From an optimization exercise on the open Yosys and OpenROAD flow, aimed at small area, a short achievable clock period and few clock cycles per item; shortcuts taken in it are not production practice. The RTL was checked by simulation tests, not by an equivalence proof against the original design. Power figures rest on the tool's default switching activity, not on a simulated workload. The clock port is modelled as an ideal driver; clocking choices that lean on that would not hold on a real chip.

File: flow/config.mk
export PLATFORM = sky130hd
export DESIGN_NAME = mesi_engine
export DESIGN_NICKNAME = mesi_engine
export VERILOG_FILES = /design/flow/design.v
export SDC_FILE = /design/flow/constraint.sdc
export NUM_CORES = 4
export LEC_CHECK = 0
export CAP_MARGIN = 20
export CORE_MARGIN = 2
export CORE_UTILIZATION = 60
export SLEW_MARGIN = 20
File: flow/standard.sh
#!/bin/bash
# synth_recipe.tcl (not shown) runs the flow's synth.tcl, then flattens the netlist and writes it again
# the make line also repeats each setting of config.mk as NAME=value (left out here)
make -C /OpenROAD-flow-scripts/flow DESIGN_CONFIG=/design/flow/config.mk WORK_HOME=/design/flow/orfs CLKGATE_MAP_FILE= SYNTH_SCRIPT=/design/flow/synth_recipe.tcl "${@:-finish}"
File: flow/constraint.sdc
create_clock -name core_clock -period 12.0 [get_ports {clk}]
set_input_delay 2.4000 -clock core_clock [delete_from_list [all_inputs] [get_ports {clk}]]
set_output_delay 2.4000 -clock core_clock [all_outputs]
set_load 0.01 [all_outputs]
File: flow/flow/run.sh
#!/bin/bash
# Standard synthesis, then the standard layout steps with a tighter setup
# target for the resizer's timing repair (the SDC is unchanged) and larger
# clock-tree sink clusters without dummy loads.
set -euo pipefail
bash standard.sh synth > synth.log 2>&1
bash standard.sh SETUP_SLACK_MARGIN=8.5 \
  "CTS_ARGS=-sink_clustering_enable -repair_clock_nets -dont_use_dummy_load -sink_clustering_size 30 -sink_clustering_max_diameter 150" \
  finish > layout.log 2>&1
File: flow/design.v
module mesi_engine (
    input  wire        clk,
    input  wire        rst,             
    input  wire        req_valid,
    output wire        req_ready,
    input  wire [1:0]  req_core,
    input  wire        req_write,       
    input  wire [31:0] req_addr,
    output reg         rsp_valid,
    output reg         rsp_hit,
    output reg  [1:0]  rsp_state,       
    output reg         rsp_evict,       
    output reg         rsp_writeback,   
    output reg  [31:0] rsp_victim_addr, 
    output reg         rsp_upgrade,     
    output reg         rsp_provided,    
    output reg  [1:0]  rsp_source,      
    output reg         rsp_snoop_wb,    
    output reg  [1:0]  rsp_inval,       
    output reg  [7:0]  rsp_stall        
);
    localparam TAG_W = 26;
    localparam [1:0] ST_I = 2'b00, ST_S = 2'b01, ST_E = 2'b10, ST_M = 2'b11;
    assign req_ready = 1'b1;
    reg [TAG_W*64-1:0] tag_q;
    reg [2*64-1:0]     state_q;
    reg [6*16-1:0]     lru_q;
    reg [15:0]      lw_oh;      
    reg             v1;
    reg [1:0]       c1;
    reg             w1;
    reg [TAG_W-1:0] t1;
    reg [1:0]       s1;
    always @(posedge clk) begin
        v1 <= !rst && req_valid;
        c1 <= req_core;
        w1 <= req_write;
        t1 <= req_addr[31:6];
        s1 <= req_addr[5:4];
    end
    reg             v2;
    reg [1:0]       c2;
    reg             w2;
    reg [TAG_W-1:0] t2;
    reg [1:0]       s2;
    reg [15:0]      m2;         
    reg [TAG_W-1:0] own2 [0:3]; 
    reg             ss2;        
    reg [3:0]       c2oh;       
    reg [3:0]       s2oh;       
    reg [15:0]      cs2oh;      
    reg             st2;        
    reg [1:0]       sq2  [0:15]; 
    reg [5:0]       lo2;         
    reg [TAG_W-1:0] lt [0:15];
    integer i, k;
    always @* begin
        for (i = 0; i < 16; i = i + 1)
        begin
            lt[i] = {TAG_W{1'b0}};
            for (k = 0; k < 4; k = k + 1)
                if (s1 == k[1:0])
                    lt[i] = tag_q[{i[3:2], k[1:0], i[1:0]}*TAG_W +: TAG_W];
        end
    end
    always @(posedge clk) begin
        v2  <= !rst && v1;
        c2  <= c1;
        w2  <= w1;
        t2  <= t1;
        s2  <= s1;
        for (i = 0; i < 16; i = i + 1)
            m2[i] <= (lt[i] == t1);
        for (i = 0; i < 4; i = i + 1)
            own2[i] <= lt[{c1, i[1:0]}];
        ss2 <= (s1 == s2);
        c2oh <= 4'b0001 << c1;
        s2oh <= (!rst && v1) ? 4'b0001 << s1 : 4'b0000;
        cs2oh <= (!rst && v1) ? 16'd1 << {c1, s1} : 16'd0;
        st2 <= (t1 == t2);
    end
    reg [1:0]  st   [0:15];    
    reg [15:0] vm;             
    reg [1:0]  pst  [0:3];     
    reg [3:0]  pv;             
    reg [3:0]  pm;             
    reg [3:0]  pp;             
    reg [3:0]  own_vm;         
    reg        hit;
    reg [1:0]  hit_state;
    reg [5:0]  lru;
    reg [1:0]  ost  [0:3];     
    reg [3:0]  vic_oh;
    reg [1:0]  victim;
    reg        victim_valid;
    reg        victim_m;
    reg [TAG_W-1:0] vtag;
    reg [3:0]  sup;            
    reg        provided;
    reg [1:0]  source;
    reg        any_peer;
    reg        snoop_wb;
    reg [1:0]  copies;
    reg [1:0]  miss_state;
    reg [1:0]  new_state;
    reg [3:0]  touch_oh;
    reg [7:0]  stall;
    reg        upgrade;
    reg [1:0]  nst  [0:15];    
    reg [5:0]  nlru;
    integer c, w;
    always @* begin
        for (i = 0; i < 16; i = i + 1) begin
            st[i] = sq2[i];
            vm[i] = (st[i] != ST_I) && ((ss2 && lw_oh[i]) ? st2 : m2[i]);
        end
        for (c = 0; c < 4; c = c + 1) begin
            pst[c] = ST_I;
            for (w = 0; w < 4; w = w + 1)
                if (vm[c*4+w])
                    pst[c] = pst[c] | st[c*4+w];
            pv[c] = vm[c*4] | vm[c*4+1] | vm[c*4+2] | vm[c*4+3];
            pp[c] = pv[c] && !c2oh[c];
            pm[c] = pp[c] && pst[c] == ST_M;
        end
        own_vm = 4'b0000;
        hit_state = ST_I;
        for (c = 0; c < 4; c = c + 1)
            if (c2oh[c]) begin
                own_vm    = own_vm | vm[c*4 +: 4];
                hit_state = hit_state | pst[c];
            end
        hit = |own_vm;
        for (w = 0; w < 4; w = w + 1) begin
            ost[w] = ST_I;
            for (c = 0; c < 4; c = c + 1)
                if (c2oh[c]) ost[w] = ost[w] | st[c*4+w];
        end
        lru = lo2;
        if (ost[0] == ST_I)      vic_oh = 4'b0001;
        else if (ost[1] == ST_I) vic_oh = 4'b0010;
        else if (ost[2] == ST_I) vic_oh = 4'b0100;
        else if (ost[3] == ST_I) vic_oh = 4'b1000;
        else vic_oh = {lru[2] & lru[4] & lru[5],
                       lru[1] & lru[3] & !lru[5],
                       lru[0] & !lru[3] & !lru[4],
                       !lru[0] & !lru[1] & !lru[2]};
        victim = {vic_oh[3] | vic_oh[2], vic_oh[3] | vic_oh[1]};
        victim_valid = 1'b0;
        victim_m     = 1'b0;
        vtag = {TAG_W{1'b0}};
        for (w = 0; w < 4; w = w + 1)
            if (vic_oh[w]) vtag = vtag | own2[w];
        for (i = 0; i < 16; i = i + 1)
            if (c2oh[i/4] && vic_oh[i%4]) begin
                victim_valid = victim_valid | (st[i] != ST_I);
                victim_m     = victim_m | (st[i] == ST_M);
            end
        any_peer = |pp;
        sup      = w2 ? pm : pp;
        provided = !hit && |sup;
        source   = sup[0] ? 2'd0 : sup[1] ? 2'd1 : sup[2] ? 2'd2 : 2'd3;
        snoop_wb = !hit && |pm;
        case (pp)
            4'b0000:                                     copies = 2'd0;
            4'b0001, 4'b0010, 4'b0100, 4'b1000:          copies = 2'd1;
            4'b0111, 4'b1011, 4'b1101, 4'b1110, 4'b1111: copies = 2'd3;
            default:                                     copies = 2'd2;
        endcase
        upgrade = hit && w2 && hit_state == ST_S;
        miss_state = w2 ? ST_M : (any_peer ? ST_S : ST_E);
        new_state  = hit ? (w2 ? ST_M : hit_state) : miss_state;
        touch_oh   = hit ? own_vm : vic_oh;
        case ({hit, victim_m, |sup})
            3'b000:  stall = 8'd100;
            3'b001:  stall = 8'd8;
            3'b010:  stall = 8'd200;
            3'b011:  stall = 8'd108;
            default: stall = 8'd0;
        endcase
        for (i = 0; i < 16; i = i + 1) begin
            nst[i] = st[i];
            if (c2oh[i/4]) begin
                if (vm[i])
                    nst[i] = w2 ? ST_M : st[i];
                else if (!hit && vic_oh[i%4])
                    nst[i] = miss_state;
            end else if (vm[i]) begin
                nst[i] = w2 ? ST_I : ST_S;
            end
        end
        nlru = lru;
        if (touch_oh[0]) begin nlru[0] = 1'b1; nlru[1] = 1'b1; nlru[2] = 1'b1; end
        if (touch_oh[1]) begin nlru[0] = 1'b0; nlru[3] = 1'b1; nlru[4] = 1'b1; end
        if (touch_oh[2]) begin nlru[1] = 1'b0; nlru[3] = 1'b0; nlru[5] = 1'b1; end
        if (touch_oh[3]) begin nlru[2] = 1'b0; nlru[4] = 1'b0; nlru[5] = 1'b0; end
    end
    integer l;
    always @(posedge clk) begin
        if (rst) begin
            for (l = 0; l < 64; l = l + 1)
                state_q[l*2 +: 2] <= ST_I;
        end else begin
            for (i = 0; i < 16; i = i + 1)
                for (k = 0; k < 4; k = k + 1)
                    if (s2oh[k])
                        state_q[{i[3:2], k[1:0], i[1:0]}*2 +: 2] <= nst[i];
        end
        for (k = 0; k < 16; k = k + 1)
            if (cs2oh[k])
                lru_q[k*6 +: 6] <= nlru;
        for (i = 0; i < 16; i = i + 1)
            lw_oh[i] <= !rst && v2 && !hit && c2oh[i/4] && vic_oh[i%4];
        for (i = 0; i < 16; i = i + 1)
            for (k = 0; k < 4; k = k + 1)
                if (!hit && cs2oh[{i[3:2], k[1:0]}] && vic_oh[i%4])
                    tag_q[{i[3:2], k[1:0], i[1:0]}*TAG_W +: TAG_W] <= t2;
        rsp_valid       <= !rst && v2;
        rsp_hit         <= hit;
        rsp_state       <= new_state;
        rsp_evict       <= !hit && victim_valid;
        rsp_writeback   <= !hit && victim_m;
        rsp_victim_addr <= {vtag, s2, 4'b0000};
        rsp_upgrade     <= upgrade;
        rsp_provided    <= provided;
        rsp_source      <= source;
        rsp_snoop_wb    <= snoop_wb;
        rsp_inval       <= hit ? {1'b0, upgrade} : (w2 ? copies : 2'd0);
        rsp_stall       <= stall;
    end
    reg [1:0] sr [0:15];
    reg [5:0] lr;
    always @* begin
        for (i = 0; i < 16; i = i + 1) begin
            sr[i] = ST_I;
            for (k = 0; k < 4; k = k + 1)
                if (s1 == k[1:0])
                    sr[i] = state_q[{i[3:2], k[1:0], i[1:0]}*2 +: 2];
        end
        lr = 6'd0;
        for (k = 0; k < 16; k = k + 1)
            if ({c1, s1} == k[3:0])
                lr = lru_q[k*6 +: 6];
    end
    always @(posedge clk) begin
        for (i = 0; i < 16; i = i + 1)
            sq2[i] <= (v2 && s1 == s2) ? nst[i] : sr[i];
        lo2 <= (v2 && s1 == s2 && c1 == c2) ? nlru : lr;
    end
endmodule
==> notes.md, run 1 <==
- Skew-Pair Late Insertion Delay: 0.76 ns
- Clock skew: 0.0678 ns
- Min setup slack post-route: 8.37 ns
- Synth Area in Simple Gates: 4.42%
- Fmax: 0.275 GHz
- First-pass GRT wire length: 362000 µm
- Top FF cell, synth: edfxtp_1
- Std-Cell Rows: 139
- CTS Hold Bufs: 0
- H-tree depth: 3
- Mux cell area share after synthesis: 14.6%
- Critical Path End Type: primary output
- Top Ports: 92
- Via density: 7.05
- Clk sink count: 2197
- Initial DRC Count: 7144
- Largest family of logic cells by synthesized area: multiplexers
- Clock buffer depth: 3
- Grt ovf: 0
- Worst Path Buf+Inv: 1
- Clock Tree Root: clkbuf_16
- Arr. time, crit path: 1.23 ns
- Max Cap Viol: 0
- Setup TNS: 0 ns
- Routed wire length: 262000 µm
- Clk pin slew, worst setup/hold paths: 0.12 ns
- Commonest non-fill, non-tap cell in the layout: edfxtp_1
- CTS tree: done
- Final Hold Fails: 0
- Critical path type: flop to primary output
- TritonCTS buffer count: 83
- Slowest library cell on the worst path: dfxtp_4
- Nets: 4950
- Port Buffers: 79
- Top delay family on crit path: flip-flops
- Fin crit share: 30.3%
- Area growth syn-to-layout: 7.37%
- Peak supply drop: 0.000149 V
- Largest net degree at the start of global routing: 111
- Type of origin of the critical path: flop
- Synthesized-area fraction occupied by adder cells: 0.0431%
- Core ar.: 0.144 mm²
- Synthesized area per cell: 18.0 µm²
- Die area: 0.148 mm²
- Gr usage total: 35.6%
- Post-Syn Area: 0.0872 mm²
- LEAKAGE: 29.5 nW
- Layout cells sized above 1: 22.3%
- Slew headroom: 16.9%
- Worst hold path type: flop to flop
- Synth area leader: edfxtp_1
- Remaining antenna violation count: 0
- Top post-synthesis cells by area: edfxtp_1 61%, mux4_2 14%, dfxtp_1 10%, xor2_1 2.8%, xnor2_1 1.7%
- DP HPWL: 157000 µm
- Starting density of the core: 60.6%
- Worst path cell trace: buf_6
- Post-synth top area share: 60.6%
- Post-synth EDFFs: 1760
- Seq cells post-synth: 2197
- Vias: 48.1k
- DRC viols: 0
- Initial antenna violation count: 18
- Yosys cell types: 84
- Compound-gate portion of the synthesized area: 4.08%
- Max-slew violations: 0
- Utilization after layout: 65.1%
- Unrepaired setup endpoints after global routing: true
- Die X-Extent: 385 µm
- Yosys Warn Count: 9
- Vias in the first global route: 45.6k
- Power Dens Cells: 137 mW/mm²
- Outcome: no timing/DRC/antenna violations
- Pre-CTS setup slack: 7.04 ns
- Register area share after synthesis: 70.7%
- CP Max Fanout: 1
- # setup viols final: 0
- Worst-Margin Slew: 1.25 ns
- Die Y: 385 µm
- RePlAce Congestion: 0.953
- Tmin final: 3.63 ns
- Synth Area in XOR/XNOR: 4.49%
- Post-synthesis async set-or-reset flop share: 0%
- Slowest stage delay, CP: 0.41 ns
- Mean routed wirelength per cell: 38.4 µm
- Worst Path Required: 9.60 ns
- First drt pass iteration count: 9
- Most frequent cells in the layout: 1760 x edfxtp_1, 556 x mux4_2, 351 x dfxtp_1, 277 x xor2_1, 188 x nand2_1
- Post-Syn Instances: 4842
[flip-flops by register name, indices dropped and copies added, names as in the netlist, 4 cells and up]
name	flops
lo2	6
rsp_stall	4
t2	26
m2	16
lw_oh	16
rsp_victim_addr	28
own2	104
lru_q	96
tag_q	1664
sq2	32
t1	26
state_q	128
c2oh	4
cs2oh	16
s2oh	4
[layer usage]
metal	share of wire, %	wire (µm)	global-route usage, %	up-vias
met4	4.6	12000	13.7	6
met2	46	122000	54.6	2894
li1	-	-	-	19400
met1	38	100000	51.0	25400
met5	0.016	43	0	-
met3	11	27900	7.18	443
[cell type report]
class	instances	area, µm²
inverters	60	244
clock buffers	83	2080
multi-input cells	2328	24800
diodes	11	27.5
fillers	9833	50200
repair buffers	239	2380
flip-flops and latches	2197	61700
well taps	1903	2380
[what timing repair did]
action,in CTS,in global routing
setup buffers,19,4
endpoints found under the setup margin,2065,1115
resized for setup,381,78
pin swaps,26,4
gates cloned,32,0
[where the power goes]
| group | total (mW) | internal [mW] | leakage (nW) | switching [mW] |
|---|---|---|---|---|
| Combinational | 1.04 | 0.374 | 9.09 | 0.663 |
| Clock | 3.44 | 1.25 | 1.02 | 2.18 |
| Sequential | 8.40 | 8.30 | 19.4 | 0.0986 |
[kinds of logic after synthesis]
kind of cell,after synthesis
AOI/OAI and AO/OA,492
xor gates and xnor gates,447
adders and majority gates,3
buffers and inverters,351
DFF,2197
muxes,577
other,2
and+or+nand+nor,773
[final timing paths]
check,startpoint,endpoint,slack [ns],cells after the start
min,w1,w2,0.35,0
min reg2reg,w1,w2,0.35,0
max reg2reg,s1[0],m2[9],8.52,8
max,rsp_victim_addr[22],rsp_victim_addr[22],8.37,1
[stage by stage]
stage	hold WS, ns	total power [mW]	area [µm²]	std cells
2_1_floorplan	0.310	9.10	87200	4848
3_3_place_gp	0.315	9.53	90300	6671
3_5_place_dp	0.319	9.54	90300	6671
4_1_cts	0.347	12.9	93300	6805
5_1_grt	0.348	13.2	93600	6812
6_report	0.346	12.9	93600	6821
[Yosys cell counts, drive strengths merged (8+ instances only)]
cell type,number
o41ai,22
nor2b,8
dfxtp,437
inv,53
a21o,10
a21boi,16
nand3,96
and3,30
nor3,34
nand2,194
nor2,169
nand4,52
xor2,277
o31ai,10
and2,67
nor4,91
o22ai,34
a222oi,26
mux4,556
o32ai,49
or3,8
a211oi,54
o21ai,92
mux2,8
mux2i,13
xnor2,170
o221ai,9
clkbuf,170
buf,121
a31oi,15
a21oi,75
edfxtp,1760
Testbench counts, summed over its fixed seeds: cycles 32,024, items 32,000.
==> run 2, diff against run 1 <==
--- a/flow/flow/run.sh
+++ b/flow/flow/run.sh
@@ -4,6 +4,6 @@
 # clock-tree sink clusters without dummy loads.
 set -euo pipefail
 bash standard.sh synth > synth.log 2>&1
-bash standard.sh SETUP_SLACK_MARGIN=8.5 \
+bash standard.sh SETUP_SLACK_MARGIN=8.4 \
   "CTS_ARGS=-sink_clustering_enable -repair_clock_nets -dont_use_dummy_load -sink_clustering_size 30 -sink_clustering_max_diameter 150" \
   finish > layout.log 2>&1
==> notes.md, run 2 <==
- Outcome: no timing/DRC/antenna violations (unchanged)
- Tmin final: 3.65 ns (was 3.63 ns)
- Yosys Warn Count: 9 (unchanged)
- Gr usage total: 34.9% (was 35.6%)
- Worst-case reg-to-reg path depth: 7 (was 8)
- Met3 routed WL: 27000 µm (was 27900 µm)
- DRC viols: 0 (unchanged)
- RePlAce Congestion: 0.953 (unchanged)
- Unrepaired setup endpoints after global routing: true (unchanged)
- Number of flip-flops in the largest register: 1664 (unchanged)
- H-tree depth: 3 (unchanged)
- Critical path type: primary input to flop (was flop to primary output)
- Most frequent cell after synthesis: edfxtp_1 (unchanged)
- Layout cells sized above 1: 21.8% (was 22.3%)
- Top delay family on crit path: simple AND/OR/NAND/NOR gates (was flip-flops)
- Power Dens Cells: 138 mW/mm² (was 137 mW/mm²)
- Worst Path Buf+Inv: 2 (was 1)
- Synth area leader: edfxtp_1 (unchanged)
- Post-Syn Area: 0.0872 mm² (unchanged)
- Vias: 47.9k (was 48.1k)
- Min setup slack post-route: 8.35 ns (was 8.37 ns)
- Nets: 4945 (was 4950)
- Clock Tree Root: clkbuf_16 (unchanged)
- Internal reg-to-reg setup slack: 8.36 ns (was 8.52 ns)
- Worst hold stages: 0 (unchanged)
- Top Metal Used: met5 (unchanged)
- Worst Hold End: w2 (unchanged)
- Vias in the first global route: 45.3k (was 45.6k)
- Capturing point of the worst reg2reg path: tag_q[1597] (was m2[9])
- Type of origin of the critical path: primary input (was flop)
- Std-Cell Rows: 139 (unchanged)
- Synth cell count leaders: 1760 x edfxtp_1, 556 x mux4_2, 437 x dfxtp_1, 277 x xor2_1, 193 x nand2_1 (unchanged)
- Commonest non-fill, non-tap cell in the layout: edfxtp_1 (unchanged)
- Area growth syn-to-layout: 7.24% (was 7.37%)
- Die area: 0.148 mm² (unchanged)
- Worst r2r src: ss2 (was s1[0])
- Yosys cell types: 84 (unchanged)
- Fmax: 0.274 GHz (was 0.275 GHz)
- Worst hold path type: flop to flop (unchanged)
- Clk pin slew, worst setup/hold paths: 0.11 ns (was 0.12 ns)
- First-pass GRT wire length: 356000 µm (was 362000 µm)
- Slowest stage delay, CP: 0.80 ns (was 0.41 ns)
- Clk sink count: 2197 (unchanged)
- Grt ovf: 0 (unchanged)
- Die Y: 385 µm (unchanged)
- Synthesized area per cell: 18.0 µm² (unchanged)
- TritonCTS buffer count: 83 (unchanged)
- Starting density of the core: 60.6% (unchanged)
- Worst-Margin Slew: 1.32 ns (was 1.25 ns)
- Fin crit share: 30.4% (was 30.3%)
- Arr. time, crit path: 4.29 ns (was 1.23 ns)
- Slowest library cell on the worst path: nand2_1 (was dfxtp_4)
- Top post-synthesis cells by area: edfxtp_1 61%, mux4_2 14%, dfxtp_1 10%, xor2_1 2.8%, xnor2_1 1.7% (unchanged)
- First drt pass iteration count: 8 (was 9)
- Via density: 7.04 (was 7.05)
- Max Cap Viol: 0 (unchanged)
- Worst path cell trace: buf_4, clkinvlp_4, nand2_1, nor2_1, a32o_1 (was buf_6)
- Port Buffers: 79 (unchanged)
- Final Hold Fails: 0 (unchanged)
- Slew headroom: 12.1% (was 16.9%)
- Pre-CTS setup slack: 7.04 ns (unchanged)
- Final Non-Filler Cells: 6813 (was 6821)
- Clock skew: 0.0714 ns (was 0.0678 ns)
- Max-slew violations: 0 (unchanged)
- Initial DRC Count: 6991 (was 7144)
- Met2 wire length: 120000 µm (was 122000 µm)
- Post-synth EDFFs: 1760 (unchanged)
- CTS Hold Bufs: 0 (unchanged)
- Initial antenna violation count: 20 (was 18)
- Register area share after synthesis: 70.7% (unchanged)
- DP HPWL: 157000 µm (unchanged)
- Top FF cell, synth: edfxtp_1 (unchanged)
- Hold Crit Start: w1 (unchanged)
- Largest net degree at the start of global routing: 111 (unchanged)
- CTS tree: done (unchanged)
- Core ar.: 0.144 mm² (unchanged)
- Mean routed wirelength per cell: 38.2 µm (was 38.4 µm)
- Most frequent cells in the layout: 1760 x edfxtp_1, 556 x mux4_2, 353 x dfxtp_1, 277 x xor2_1, 193 x nand2_1 (was 1760 x edfxtp_1, 556 x mux4_2, 351 x dfxtp_1, 277 x xor2_1, 188 x nand2_1)
- Die X-Extent: 385 µm (unchanged)
- Peak supply drop: 0.000149 V (about the same)
- Setup TNS: 0 ns (unchanged)
- LEAKAGE: 29.4 nW (was 29.5 nW)
- Dpl cells: 6671 (unchanged)
- Worst Path Required: 12.64 ns (was 9.60 ns)
- # setup viols final: 0 (unchanged)
- Top Ports: 92 (unchanged)
- Routed wire length: 260000 µm (was 262000 µm)
- Wl on met1: 100000 µm (about the same)
- Clock buffer depth: 3 (unchanged)
- Post-Syn Instances: 4842 (unchanged)
- Skew-Pair Late Insertion Delay: 0.75 ns (was 0.76 ns)
- CP Max Fanout: 29 (was 1)
- Seq cells post-synth: 2197 (unchanged)
- Remaining antenna violation count: 0 (unchanged)
- Post-synth top area share: 60.6% (unchanged)
- Post-synthesis async set-or-reset flop share: 0% (unchanged)
- Critical Path End Type: flop (was primary output)
run 2: power breakdown:
part,internal [mW],leakage [nW],total (mW),switching [mW]
combinational,0.374,9.00,1.03,0.658
clock,1.25,1.02,3.43,2.18
sequential,8.30,19.4,8.40,0.100
total,9.93,29.4,12.9,2.94
run 2: cell families (layout without fill, tap and decap cells):
family / Yosys count / after routing / synth area share, %
other: 2 / 16 / 0.00861
adder cells (fa/ha/maj): 3 / 3 / 0.0431
XOR/XNOR: 447 / 447 / 4.49
multiplexers: 577 / 577 / 14.6
AND/OR/NAND/NOR: 773 / 795 / 4.42
flip-flops: 2197 / 2197 / 70.7
buffers and inverters: 351 / 383 / 1.66
AO/OA/AOI/OAI: 492 / 492 / 4.08
run 2: per-layer routing:
metal  up-vias  global-route usage, %
li1      19300                      -
met5         -                      0
met4        10                   13.8
met2      2831                   53.2
met3       452                   6.20
met1     25300                   50.8
run 2: worst max path at each step:
stage | from | end | depth (start not counted)
5_1_grt | ss2 | tag_q[466] | 7
3_5_place_dp | ss2 | tag_q[190] | 8
3_3_place_gp | ss2 | tag_q[190] | 8
6_report | rst | state_q[10] | 5
4_1_cts | rsp_victim_addr[22] | rsp_victim_addr[22] | 1
2_1_floorplan | rst | state_q[70] | 5
run 2: through the flow:
| step | hold WS, ns | total power, mW | instance area, µm² | util [%] |
|---|---|---|---|---|
| global route | 0.348 | 13.2 | 93500 | 65.0 |
| detailed placement | 0.319 | 9.54 | 90300 | 62.8 |
| floorplan | 0.310 | 9.10 | 87200 | - |
| CTS | 0.347 | 12.9 | 93000 | 64.7 |
| global placement | 0.315 | 9.53 | 90300 | 62.8 |
| finish | 0.346 | 12.9 | 93500 | 65.0 |
run 2: area by class of cell:
cell class	count	area (µm²)
sequential	2197	61700
fill	9839	50300
multi-input combinational	2322	24600
timing repair buffer	240	2400
tap	1903	2380
clock buffer	83	2080
inverter	60	240
antenna	8	20.0
run 2: what timing repair did:
action                                  in CTS  in global routing
endpoints found under the setup margin    2052               1053
pin swaps                                   15                  4
resized for setup                          342                 73
cloned                                      16                 10
buffers inserted                            13                 11
==> run 3, diff against run 2 <==
==> flow/flow/run.sh (replaced) <==
#!/bin/bash
# Standard synthesis, then the standard layout steps with a tighter setup
# target for the resizer's timing repair (the SDC is unchanged) and larger
# clock-tree sink clusters without dummy loads.
set -euo pipefail
bash standard.sh synth > synth.log 2>&1
bash standard.sh SETUP_SLACK_MARGIN=8.5 \
  "CTS_ARGS=-sink_clustering_enable -repair_clock_nets -dont_use_dummy_load -sink_clustering_size 25 -sink_clustering_max_diameter 150" \
  finish > layout.log 2>&1
==> notes.md, run 3 <==
- Post-synth EDFFs: 1760 (unchanged)
- Top FF cell, synth: edfxtp_1 (unchanged)
- Worst Path Buf+Inv: 1 (was 2)
- Min setup slack post-route: 8.36 ns (was 8.35 ns)
- Most frequent cells in the layout: 1760 x edfxtp_1, 556 x mux4_2, 353 x dfxtp_1, 277 x xor2_1, 189 x nand2_1 (was 1760 x edfxtp_1, 556 x mux4_2, 353 x dfxtp_1, 277 x xor2_1, 193 x nand2_1)
- Tmin final: 3.64 ns (was 3.65 ns)
- Combinational share of power: 7.9% (was 8.0%)
- Synthesized area per cell: 18.0 µm² (unchanged)
- Arr. time, crit path: 1.24 ns (was 4.29 ns)
- TritonCTS buffer count: 97 (was 83)
- Max-slew violations: 0 (unchanged)
- Number of flip-flops in the largest register: 1664 (unchanged)
- Clk sink count: 2197 (unchanged)
- Peak supply drop: 0.000159 V (was 0.000149 V)
- Starting density of the core: 60.6% (unchanged)
- RePlAce Congestion: 0.953 (unchanged)
- Final Instance Area: 0.0940 mm² (was 0.0935 mm²)
- Clock skew: 0.0462 ns (was 0.0714 ns)
- Clock Tree Root: clkbuf_16 (unchanged)
- Most frequent cell after synthesis: edfxtp_1 (unchanged)
- Critical path type: flop to primary output (was primary input to flop)
- Top post-synthesis cells by area: edfxtp_1 61%, mux4_2 14%, dfxtp_1 10%, xor2_1 2.8%, xnor2_1 1.7% (unchanged)
- Worst path cell trace: buf_6 (was buf_4, clkinvlp_4, nand2_1, nor2_1, a32o_1)
- Post-synthesis async set-or-reset flop share: 0% (unchanged)
- Port Buffers: 79 (unchanged)
- Skew-Pair Late Insertion Delay: 0.75 ns (about the same)
- Worst-Margin Slew: 1.30 ns (was 1.32 ns)
- Clock network power share: 28.0% (was 26.7%)
- Post-Syn Instances: 4842 (unchanged)
- Initial antenna violation count: 16 (was 20)
- Pre-CTS setup slack: 7.04 ns (unchanged)
- Net Switching: 2.99 mW (was 2.94 mW)
- Layout cells sized above 1: 22.4% (was 21.8%)
- CP Max Fanout: 1 (was 29)
- Clk pin slew, worst setup/hold paths: 0.10 ns (was 0.11 ns)
- Die Y: 385 µm (unchanged)
- Dpl cells: 6671 (unchanged)
- Via density: 7.09 (was 7.04)
- Final total power: 13.1 mW (was 12.9 mW)
- DRC viols: 0 (unchanged)
- Max Cap Viol: 0 (unchanged)
- Unrepaired setup endpoints after global routing: true (unchanged)
- Gr usage total: 35.8% (was 34.9%)
- Core ar.: 0.144 mm² (unchanged)
- Routed wire length: 263000 µm (was 260000 µm)
- Slowest stage delay, CP: 0.40 ns (was 0.80 ns)
- Type of origin of the critical path: flop (was primary input)
- Area growth syn-to-layout: 7.79% (was 7.24%)
- CTS tree: done (unchanged)
- Setup TNS: 0 ns (unchanged)
- Fmax: 0.275 GHz (was 0.274 GHz)
- Pint: 10.1 mW (was 9.93 mW)
- Top delay family on crit path: flip-flops (was simple AND/OR/NAND/NOR gates)
- LEAKAGE: 29.7 nW (was 29.4 nW)
- Commonest non-fill, non-tap cell in the layout: edfxtp_1 (unchanged)
- Die X-Extent: 385 µm (unchanged)
- Synth cell count leaders: 1760 x edfxtp_1, 556 x mux4_2, 437 x dfxtp_1, 277 x xor2_1, 193 x nand2_1 (unchanged)
- Remaining antenna violation count: 0 (unchanged)
- Switching portion of total power: 22.8% (about the same)
- First-pass GRT wire length: 364000 µm (was 356000 µm)
- Vias: 48.4k (was 47.9k)
- Die area: 0.148 mm² (unchanged)
- Worst Path Required: 9.60 ns (was 12.64 ns)
- Fin crit share: 30.3% (was 30.4%)
- Slowest library cell on the worst path: dfxtp_4 (was nand2_1)
- Largest net degree at the start of global routing: 111 (unchanged)
- DP HPWL: 157000 µm (unchanged)
- Critical Path End Type: primary output (was flop)
- Post-Syn Area: 0.0872 mm² (unchanged)
- Post-placement cell area: 0.0903 mm² (unchanged)
- Nets: 4967 (was 4945)
- Std-Cell Rows: 139 (unchanged)
- # setup viols final: 0 (unchanged)
- Synth area leader: edfxtp_1 (unchanged)
- Yosys Warn Count: 9 (unchanged)
- Post-synth top area share: 60.6% (unchanged)
- Final Non-Filler Cells: 6834 (was 6813)
- Utilization after layout: 65.3% (was 65.0%)
- Hold_ws: 0.352 ns (was 0.346 ns)
- H-tree depth: 3 (unchanged)
- Clock buffer depth: 3 (unchanged)
- Reg power frac: 64.1% (was 65.3%)
- Register area share after synthesis: 70.7% (unchanged)
- First drt pass iteration count: 6 (was 8)
- Yosys cell types: 84 (unchanged)
- Slew headroom: 13.6% (was 12.1%)
- Top Ports: 92 (unchanged)
- Grt ovf: 0 (unchanged)
- Vias in the first global route: 45.8k (was 45.3k)
- Outcome: no timing/DRC/antenna violations (unchanged)
- Seq cells post-synth: 2197 (unchanged)
- Worst hold path type: flop to flop (unchanged)
- Power Dens Cells: 139 mW/mm² (was 138 mW/mm²)
- Mean routed wirelength per cell: 38.5 µm (was 38.2 µm)
- Initial DRC Count: 7025 (was 6991)
- Final Hold Fails: 0 (unchanged)
==> run 3: power groups by stage <==
stage / Sequential (mW) / Combinational, mW / Clock (mW)
after floorplan: 8.54 / 0.560 / 0
after global placement: 8.56 / 0.971 / 0
after detailed placement: 8.56 / 0.978 / 0
after CTS: 8.39 / 1.01 / 3.70
after global routing: 8.40 / 1.07 / 3.95
final: 8.40 / 1.03 / 3.68
==> run 3: cells by family (layout without fill, tap and decap cells) <==
kind of cell | count (synthesis) | count (layout) | synth area share [%]
AO/OA/AOI/OAI | 492 | 492 | 4.08
XOR/XNOR | 447 | 447 | 4.49
adder cells (fa/ha/maj) | 3 | 3 | 0.0431
buffers and inverters | 351 | 398 | 1.66
flip-flops | 2197 | 2197 | 70.7
multiplexers | 577 | 577 | 14.6
other | 2 | 15 | 0.00861
AND/OR/NAND/NOR | 773 | 802 | 4.42
==> run 3: worst paths after layout <==
path | from | endpoint | slack, ns | cells after the start
max | rsp_victim_addr[22] | rsp_victim_addr[22] | 8.36 | 1
min | w1 | w2 | 0.35 | 0
max reg2reg | m2[6] | state_q[121] | 8.55 | 10
min reg2reg | w1 | w2 | 0.35 | 0
==> run 3: layout make-up <==
| type | count | area [µm²] |
|---|---|---|
| fillers | 9804 | 49900 |
| flip-flops and latches | 2197 | 61700 |
| repair buffers | 240 | 2380 |
| diodes | 7 | 17.5 |
| inverters | 60 | 240 |
| multi-input cells | 2329 | 24800 |
| clock buffers | 97 | 2430 |
| well taps | 1903 | 2380 |
| repair inverters | 1 | 5.00 |
==> run 3: repair_timing <==
item | CTS | global route
endpoints found under the setup margin | 2068 | 956
gates resized for setup | 376 | 72
cloned | 33 | 1
buffers inserted | 19 | 5
pin swaps | 26 | 4
hold buffers | 0 | 0
==> run 3: per-layer routing <==
| layer | track usage [%] | share of wire, % | vias up | wire length [µm] |
|---|---|---|---|---|
| li1 | - | - | 19400 | - |
| met1 | 51.4 | 38 | 25600 | 101000 |
| met2 | 55.3 | 46 | 2978 | 122000 |
| met3 | 6.95 | 11 | 450 | 28600 |
| met4 | 13.4 | 4.4 | 8 | 11600 |
| met5 | 0 | 0.020 | - | 54 |
==> run 4, diff against run 3 <==
==> flow/flow/run.sh (replaced) <==
#!/bin/bash
# Standard synthesis; standard placement; then each output port's
# flip-flop is moved next to its port buffer and the placement legalized;
# then the standard steps from clock-tree synthesis on. The resizer's
# timing repair aims at a tighter setup target (the SDC is unchanged) and
# the clock tree uses larger sink clusters without dummy loads.
set -euo pipefail
KNOBS=(SETUP_SLACK_MARGIN=8.5
  "CTS_ARGS=-sink_clustering_enable -repair_clock_nets -dont_use_dummy_load -sink_clustering_size 25 -sink_clustering_max_diameter 150")
bash standard.sh synth > synth.log 2>&1
bash standard.sh "${KNOBS[@]}" place > place.log 2>&1
PLACE_ODB=orfs/results/$FLOW_PLATFORM/mesi_engine/base/3_place.odb \
  openroad -no_init -exit flow/pull_outputs.tcl > pull_outputs.log 2>&1
bash standard.sh "${KNOBS[@]}" finish > layout.log 2>&1
==> flow/flow/pull_outputs.tcl (new file) <==
# Move each flip-flop that drives an output port's buffer next to that
# buffer, then legalize the placement. Reads and rewrites 3_place.odb.
set odb $::env(PLACE_ODB)
read_db $odb
set block [ord::get_db_block]
set moved 0
foreach bterm [$block getBTerms] {
  if {[$bterm getIoType] != "OUTPUT"} { continue }
  set net [$bterm getNet]
  if {$net == "NULL"} { continue }
  set drv [$net getFirstOutput]
  if {$drv == "NULL"} { continue }
  set buf [$drv getInst]
  set innet "NULL"
  foreach it [$buf getITerms] {
    if {[$it isInputSignal]} { set innet [$it getNet] }
  }
  if {$innet == "NULL"} { continue }
  set src [$innet getFirstOutput]
  if {$src == "NULL"} { continue }
  set ff [$src getInst]
  if {![string match "*df*" [[$ff getMaster] getName]]} { continue }
  # only flops whose output feeds nothing but this buffer
  if {[llength [$innet getITerms]] != 2} { continue }
  set loc [$buf getLocation]
  $ff setLocation [lindex $loc 0] [lindex $loc 1]
  incr moved
}
puts "moved $moved output flip-flops"
detailed_placement
check_placement
write_db $odb
==> notes.md, run 4 <==
- Outcome: no timing/DRC/antenna violations (unchanged)
- Top FF cell, synth: edfxtp_1 (unchanged)
- Yosys cell types: 84 (unchanged)
- Synth Area in XOR/XNOR: 4.49% (unchanged)
- Synth area leader: edfxtp_1 (unchanged)
- Initial DRC Count: 7370 (was 7025)
- H-tree depth: 3 (unchanged)
- Switching portion of total power: 22.7% (was 22.8%)
- Worst-case reg-to-reg path depth: 8 (was 10)
- Top post-synthesis cells by area: edfxtp_1 61%, mux4_2 14%, dfxtp_1 10%, xor2_1 2.8%, xnor2_1 1.7% (unchanged)
- Synth Area in Simple Gates: 4.42% (unchanged)
- Core ar.: 0.144 mm² (unchanged)
- Final Hold Fails: 0 (unchanged)
- Remaining antenna violation count: 0 (unchanged)
- Clock network power share: 28.0% (about the same)
- Final Instance Area: 0.0939 mm² (was 0.0940 mm²)
- Mean routed wirelength per cell: 38.5 µm (about the same)
- CP Max Fanout: 1 (unchanged)
- Clock skew: 0.0531 ns (was 0.0462 ns)
- Compound-gate portion of the synthesized area: 4.08% (unchanged)
- Grt ovf: 0 (unchanged)
- Dpl cells: 6671 (unchanged)
- Worst r2r src: ss2 (was m2[6])
- Type of origin of the critical path: flop (unchanged)
- First drt pass iteration count: 8 (was 6)
- Post-Syn Area: 0.0872 mm² (unchanged)
- Initial antenna violation count: 17 (was 16)
- CTS tree: done (unchanged)
- Slowest stage delay, CP: 0.33 ns (was 0.40 ns)
- Post-placement cell area: 0.0903 mm² (unchanged)
- Slowest library cell on the worst path: dfxtp_1 (was dfxtp_4)
- Arr. time, crit path: 1.20 ns (was 1.24 ns)
- Power Dens Cells: 139 mW/mm² (about the same)
- Nets: 4961 (was 4967)
- Capturing point of the worst reg2reg path: rsp_evict (was state_q[121])
- Fmax: 0.278 GHz (was 0.275 GHz)
- Slew headroom: 14.4% (was 13.6%)
- Worst Path Buf+Inv: 1 (unchanged)
- Final-layout fill cell count: 9803 (was 9804)
- Reg power frac: 64.1% (about the same)
- Worst hold path type: flop to flop (unchanged)
- Max Cap Viol: 0 (unchanged)
- Fin crit share: 30.0% (was 30.3%)
- Post-Syn Instances: 4842 (unchanged)
- Largest net degree at the start of global routing: 111 (unchanged)
- Routed wire length: 263000 µm (about the same)
- Peak supply drop: 0.000142 V (was 0.000159 V)
- Worst Path Required: 9.60 ns (about the same)
- Vias in the first global route: 45.8k (about the same)
- Yosys Warn Count: 9 (unchanged)
- Synthesized area per cell: 18.0 µm² (unchanged)
- Unrepaired setup endpoints after global routing: true (unchanged)
- Clk pin slew, worst setup/hold paths: 0.10 ns (about the same)
- Combinational share of power: 7.9% (about the same)
- Skew-Pair Late Insertion Delay: 0.76 ns (was 0.75 ns)
- Internal reg-to-reg setup slack: 8.55 ns (about the same)
- Starting density of the core: 60.6% (unchanged)
- Via density: 7.07 (was 7.09)
- Critical path type: flop to primary output (unchanged)
- LEAKAGE: 29.6 nW (was 29.7 nW)
- Worst hold stages: 0 (unchanged)
- Mux cell area share after synthesis: 14.6% (unchanged)
- Tmin final: 3.60 ns (was 3.64 ns)
- Hold Crit Start: w1 (unchanged)
- Register area share after synthesis: 70.7% (unchanged)
- DRC viols: 0 (unchanged)
- Largest family of logic cells by synthesized area: multiplexers (unchanged)
- Post-synth top area share: 60.6% (unchanged)
- # setup viols final: 0 (unchanged)
- Top delay family on crit path: flip-flops (unchanged)
- Clock Tree Root: clkbuf_16 (unchanged)
- Synth cell count leaders: 1760 x edfxtp_1, 556 x mux4_2, 437 x dfxtp_1, 277 x xor2_1, 193 x nand2_1 (unchanged)
- Die Y: 385 µm (unchanged)
- Max-slew violations: 0 (unchanged)
- Top Ports: 92 (unchanged)
- Most frequent cells in the layout: 1760 x edfxtp_1, 556 x mux4_2, 349 x dfxtp_1, 277 x xor2_1, 189 x nand2_1 (was 1760 x edfxtp_1, 556 x mux4_2, 353 x dfxtp_1, 277 x xor2_1, 189 x nand2_1)
- Port Buffers: 79 (unchanged)
- Net Switching: 2.98 mW (was 2.99 mW)
- Post-synthesis async set-or-reset flop share: 0% (unchanged)
- Final Non-Filler Cells: 6828 (was 6834)
- First-pass GRT wire length: 364000 µm (about the same)
- Die area: 0.148 mm² (unchanged)
- Std-Cell Rows: 139 (unchanged)
- Area growth syn-to-layout: 7.73% (was 7.79%)
- Number of flip-flops in the largest register: 1664 (unchanged)
- Worst Hold End: w2 (unchanged)
- Gr usage total: 35.8% (about the same)
- Post-synth EDFFs: 1760 (unchanged)
- DP HPWL: 157000 µm (unchanged)
- TritonCTS buffer count: 97 (unchanged)
- Commonest non-fill, non-tap cell in the layout: edfxtp_1 (unchanged)
- Worst-Margin Slew: 1.28 ns (was 1.30 ns)
- Utilization after layout: 65.3% (about the same)
- Synthesized-area fraction occupied by adder cells: 0.0431% (unchanged)
- Die X-Extent: 385 µm (unchanged)
- Most frequent cell after synthesis: edfxtp_1 (unchanged)
- Seq cells post-synth: 2197 (unchanged)
- RePlAce Congestion: 0.953 (unchanged)
- Pint: 10.1 mW (about the same)
- Worst path cell trace: buf_2 (was buf_6)
- Critical Path End Type: primary output (unchanged)
- Clock buffer depth: 3 (unchanged)
- Setup TNS: 0 ns (unchanged)
- Clk sink count: 2197 (unchanged)
- Vias: 48.3k (was 48.4k)
- Layout cells sized above 1: 22.4% (about the same)
run 4: logic make-up (layout without fill, tap and decap cells):
group	Yosys count	count (layout)
xor+xnor	447	447
mux	577	577
fa+ha+maj	3	3
compound gates	492	492
flops	2197	2197
other cells	2	15
buf+inv	351	392
simple gates	773	802
run 4: how the worst max path moves through the flow:
| stage | from | to | slack [ns] | cells after the start |
|---|---|---|---|---|
| final | rsp_victim_addr[6] | rsp_victim_addr[6] | 8.40 | 1 |
| after CTS | rsp_victim_addr[29] | rsp_victim_addr[29] | 8.36 | 1 |
| after floorplan | rst | state_q[70] | 8.66 | 5 |
| after global routing | rsp_victim_addr[20] | rsp_victim_addr[20] | 8.35 | 1 |
| after detailed placement | ss2 | tag_q[190] | 7.04 | 8 |
| after global placement | ss2 | tag_q[190] | 7.08 | 8 |
run 4: power by group through the flow:
stage               clock network (mW)  registers, mW  logic (mW)
CTS                               3.70           8.38        1.01
floorplan                            0           8.54       0.560
finish                            3.67           8.39        1.04
global route                      3.94           8.39        1.08
detailed placement                   0           8.56       0.978
global placement                     0           8.56       0.971
run 4: layout make-up:
type / instances / area, µm² / share of cell area [%]
diodes: 7 / 17.5 / 0.0187
clock buffers: 97 / 2430 / 2.58
inverters: 60 / 240 / 0.256
multi-input cells: 2329 / 24800 / 26.4
flip-flops and latches: 2197 / 61700 / 65.7
well taps: 1903 / 2380 / 2.54
repair buffers: 235 / 2360 / 2.51
run 4: per-layer routing:
layer | global-route usage [%] | vias up | routed length (µm)
li1 | - | 19400 | -
met1 | 51.3 | 25500 | 100000
met2 | 54.5 | 2918 | 121000
met3 | 7.68 | 514 | 29100
met4 | 13.9 | 4 | 13000
met5 | 0 | - | 26
run 4: through the flow:
step | hold WS (ns) | power, mW | worst slack (ns)
6_report | 0.345 | 13.1 | 8.40
5_1_grt | 0.345 | 13.4 | 8.35
4_1_cts | 0.343 | 13.1 | 8.36
3_5_place_dp | 0.319 | 9.54 | 7.04
3_3_place_gp | 0.315 | 9.53 | 7.08
2_1_floorplan | 0.310 | 9.10 | 8.66
run 4: timing repair:
action                                  CTS  global route
buffers inserted                         16             4
cloned                                   33             0
setup endpoints to repair              2065          1127
endpoints found under the hold margin     0             0
pin swaps                                25             3
hold buffers                              0             0
gates resized for setup                 364            85
==> run 5, diff against run 4 <==
--- a/flow/flow/run.sh
+++ b/flow/flow/run.sh
@@ -6,7 +6,7 @@
 # the clock tree uses larger sink clusters without dummy loads.
 set -euo pipefail
 KNOBS=(SETUP_SLACK_MARGIN=8.5
-  "CTS_ARGS=-sink_clustering_enable -repair_clock_nets -dont_use_dummy_load -sink_clustering_size 25 -sink_clustering_max_diameter 150")
+  "CTS_ARGS=-sink_clustering_enable -repair_clock_nets -dont_use_dummy_load -sink_clustering_size 30 -sink_clustering_max_diameter 150")
 bash standard.sh synth > synth.log 2>&1
 bash standard.sh "${KNOBS[@]}" place > place.log 2>&1
 PLACE_ODB=orfs/results/$FLOW_PLATFORM/mesi_engine/base/3_place.odb \
==> notes.md, run 5 <==
- Fin crit share: 30.1% (was 30.0%)
- Synthesized area per cell: 18.0 µm² (unchanged)
- Top Ports: 92 (unchanged)
- Fmax: 0.277 GHz (was 0.278 GHz)
- Synth cell count leaders: 1760 x edfxtp_1, 556 x mux4_2, 437 x dfxtp_1, 277 x xor2_1, 193 x nand2_1 (unchanged)
- RePlAce Congestion: 0.953 (unchanged)
- Top FF cell, synth: edfxtp_1 (unchanged)
- Std-Cell Rows: 139 (unchanged)
- Peak supply drop: 0.000113 V (was 0.000142 V)
- Number of flip-flops in the largest register: 1664 (unchanged)
- Grt ovf: 0 (unchanged)
- Skew-Pair Late Insertion Delay: 0.77 ns (was 0.76 ns)
- Clk pin slew, worst setup/hold paths: 0.12 ns (was 0.10 ns)
- Worst hold path type: flop to flop (unchanged)
- Seq cells post-synth: 2197 (unchanged)
- Core ar.: 0.144 mm² (unchanged)
- First-pass GRT wire length: 363000 µm (was 364000 µm)
- Register area share after synthesis: 70.7% (unchanged)
- Yosys Warn Count: 9 (unchanged)
- Post-synthesis async set-or-reset flop share: 0% (unchanged)
- Unrepaired setup endpoints after global routing: true (unchanged)
- Remaining antenna violation count: 0 (unchanged)
- Worst-Margin Slew: 1.21 ns (was 1.28 ns)
- Initial antenna violation count: 17 (unchanged)
- Max-slew violations: 0 (unchanged)
- Clock skew: 0.0770 ns (was 0.0531 ns)
- Nets: 4952 (was 4961)
- Worst r2r src: sq2[7][0] (was ss2)
- Commonest non-fill, non-tap cell in the layout: edfxtp_1 (unchanged)
- Post-Syn Instances: 4842 (unchanged)
- Slowest library cell on the worst path: dfxtp_1 (unchanged)
- DRC viols: 0 (unchanged)
- Layout cells sized above 1: 22.3% (was 22.4%)
- CTS Hold Bufs: 0 (unchanged)
- Arr. time, crit path: 1.21 ns (was 1.20 ns)
- Worst Path Buf+Inv: 1 (unchanged)
- Mean routed wirelength per cell: 38.4 µm (was 38.5 µm)
- Hold_ws: 0.348 ns (was 0.345 ns)
- Post-synth top area share: 60.6% (unchanged)
- # setup viols final: 0 (unchanged)
- Port Buffers: 79 (unchanged)
- Yosys cell types: 84 (unchanged)
- Via density: 7.07 (about the same)
- Setup TNS: 0 ns (unchanged)
- Die area: 0.148 mm² (unchanged)
- Clock Tree Root: clkbuf_16 (unchanged)
- Die X-Extent: 385 µm (unchanged)
- Most frequent cells in the layout: 1760 x edfxtp_1, 556 x mux4_2, 346 x dfxtp_1, 277 x xor2_1, 189 x nand2_1 (was 1760 x edfxtp_1, 556 x mux4_2, 349 x dfxtp_1, 277 x xor2_1, 189 x nand2_1)
- Synth area leader: edfxtp_1 (unchanged)
- Post-synth EDFFs: 1760 (unchanged)
- Worst path cell trace: buf_2 (unchanged)
- Largest net degree at the start of global routing: 111 (unchanged)
- Clk sink count: 2197 (unchanged)
- Post-Syn Area: 0.0872 mm² (unchanged)
- First drt pass iteration count: 10 (was 8)
- Critical path type: flop to primary output (unchanged)
- Slowest stage delay, CP: 0.33 ns (about the same)
- Hold Crit Start: w1 (unchanged)
- Top post-synthesis cells by area: edfxtp_1 61%, mux4_2 14%, dfxtp_1 10%, xor2_1 2.8%, xnor2_1 1.7% (unchanged)
- H-tree depth: 3 (unchanged)
- LEAKAGE: 29.5 nW (was 29.6 nW)
- Power Dens Cells: 137 mW/mm² (was 139 mW/mm²)
- TritonCTS buffer count: 83 (was 97)
- Type of origin of the critical path: flop (unchanged)
- Worst Setup SP: rsp_victim_addr[26] (was rsp_victim_addr[6])
- Most frequent cell after synthesis: edfxtp_1 (unchanged)
- CP Max Fanout: 1 (unchanged)
- Max Cap Viol: 0 (unchanged)
- DP HPWL: 157000 µm (unchanged)
- Final Hold Fails: 0 (unchanged)
- Critical Path End Type: primary output (unchanged)
- Gr usage total: 35.6% (was 35.8%)
- Die Y: 385 µm (unchanged)
- Top delay family on crit path: flip-flops (unchanged)
- Tmin final: 3.61 ns (was 3.60 ns)
- Outcome: no timing/DRC/antenna violations (unchanged)
- CTS tree: done (unchanged)
- Worst Path Required: 9.60 ns (about the same)
- Starting density of the core: 60.6% (unchanged)
- Slew headroom: 19.4% (was 14.4%)
- Initial DRC Count: 7294 (was 7370)
- Area growth syn-to-layout: 7.42% (was 7.73%)
- Vias in the first global route: 45.6k (was 45.8k)
- Routed wire length: 262000 µm (was 263000 µm)
- Vias: 48.2k (was 48.3k)
- Clock buffer depth: 3 (unchanged)
-- run 5: cell counts after synthesis --
No cell type changed its count.
-- run 5: kinds of logic (layout without fill, tap and decap cells) --
| family | count (synthesis) | after routing | share of synthesized area [%] |
|---|---|---|---|
| flops | 2197 | 2197 | 70.7 |
| simple gates | 773 | 801 | 4.42 |
| mux | 577 | 577 | 14.6 |
| compound gates | 492 | 492 | 4.08 |
| xor+xnor | 447 | 447 | 4.49 |
| buf+inv | 351 | 384 | 1.66 |
| fa+ha+maj | 3 | 3 | 0.0431 |
| other cells | 2 | 17 | 0.00861 |
-- run 5: report_power, final --
group	switching [mW]	total [mW]	internal, mW
logic	0.670	1.04	0.373
clock network	2.18	3.43	1.25
registers	0.0939	8.39	8.30
-- run 5: layout make-up --
cell class | instances | area, µm²
sequential | 2197 | 61700
clock buffer | 83 | 2080
inverter | 60 | 240
tap | 1903 | 2380
timing repair buffer | 240 | 2430
timing repair inverter | 1 | 5.00
fill | 9829 | 50200
multi-input combinational | 2328 | 24800
antenna | 9 | 22.5
-- run 5: path summary, 6_finish.rpt --
path	to	slack (ns)	depth (start not counted)
max	rsp_victim_addr[26]	8.39	1
min	w2	0.35	0
max reg2reg	tag_q[399]	8.53	8
min reg2reg	w2	0.35	0
-- run 5: what timing repair did --
| item | 4_1_cts | 5_1_grt |
|---|---|---|
| pin swaps | 25 | 2 |
| gates cloned | 32 | 1 |
| buffers inserted | 21 | 3 |
| resized for setup | 385 | 75 |
| endpoints found under the setup margin | 2069 | 1109 |
-- run 5: per-stage QoR --
step | util (%) | worst slack, ns | power [mW] | cells | cell area (µm²)
CTS | 64.9 | 8.35 | 12.9 | 6807 | 93300
detailed placement | 62.8 | 7.04 | 9.54 | 6671 | 90300
global placement | 62.8 | 7.08 | 9.53 | 6671 | 90300
finish | 65.1 | 8.39 | 12.9 | 6821 | 93600
global route | 65.1 | 8.34 | 13.2 | 6813 | 93600
floorplan | - | 8.66 | 9.10 | 4848 | 87200
-- run 5: routing by layer --
metal | GRT usage, % | vias to the layer above | routed length (µm) | share of wire (%)
met5 | 0 | - | 20 | 0.0076
met4 | 13.0 | 4 | 11500 | 4.4
met3 | 6.75 | 473 | 28000 | 11
met2 | 54.8 | 2962 | 122000 | 47
met1 | 51.6 | 25400 | 101000 | 38
li1 | - | 19400 | - | -

## port drivers added, routing unchanged
The flow's constraints put no driver on any port. The routed layouts listed below were extracted and timed again, unchanged, in two steps. Step 1 (the two cells are an assumption about what drives the block):
set clk [get_ports {clk}]
set_driving_cell -lib_cell sky130_fd_sc_hd__clkbuf_16 $clk
set_driving_cell -lib_cell sky130_fd_sc_hd__buf_2 [delete_from_list [all_inputs] $clk]
Step 2, shift: input delay + t, output delay - t, t = (earliest + latest rising clock arrival at the registers) / 2. This alone moves slack from input paths to output paths. Three values: ideal ports, drivers, drivers and shift; two values: the first two.
| run | t, ns | setup slack, ns | worst setup path after step 2 |
|---|---|---|---|
| run 1 | 0.810 | 8.366 / 8.279 / 7.769 | input to register |
| run 2 | 0.806 | 8.347 / 8.278 / 7.600 | input to register |
| run 3 | 0.808 | 8.359 / 8.275 / 7.912 | input to register |
| run 4 | 0.816 | 8.403 / 8.316 / 7.724 | input to register |
| run 5 | 0.816 | 8.390 / 8.306 / 7.890 | input to register |
After both steps every run listed still meets setup and hold. The setup slack of run 2, which loses most, moves by -0.069 ns with the drivers and by -0.747 ns with both steps.
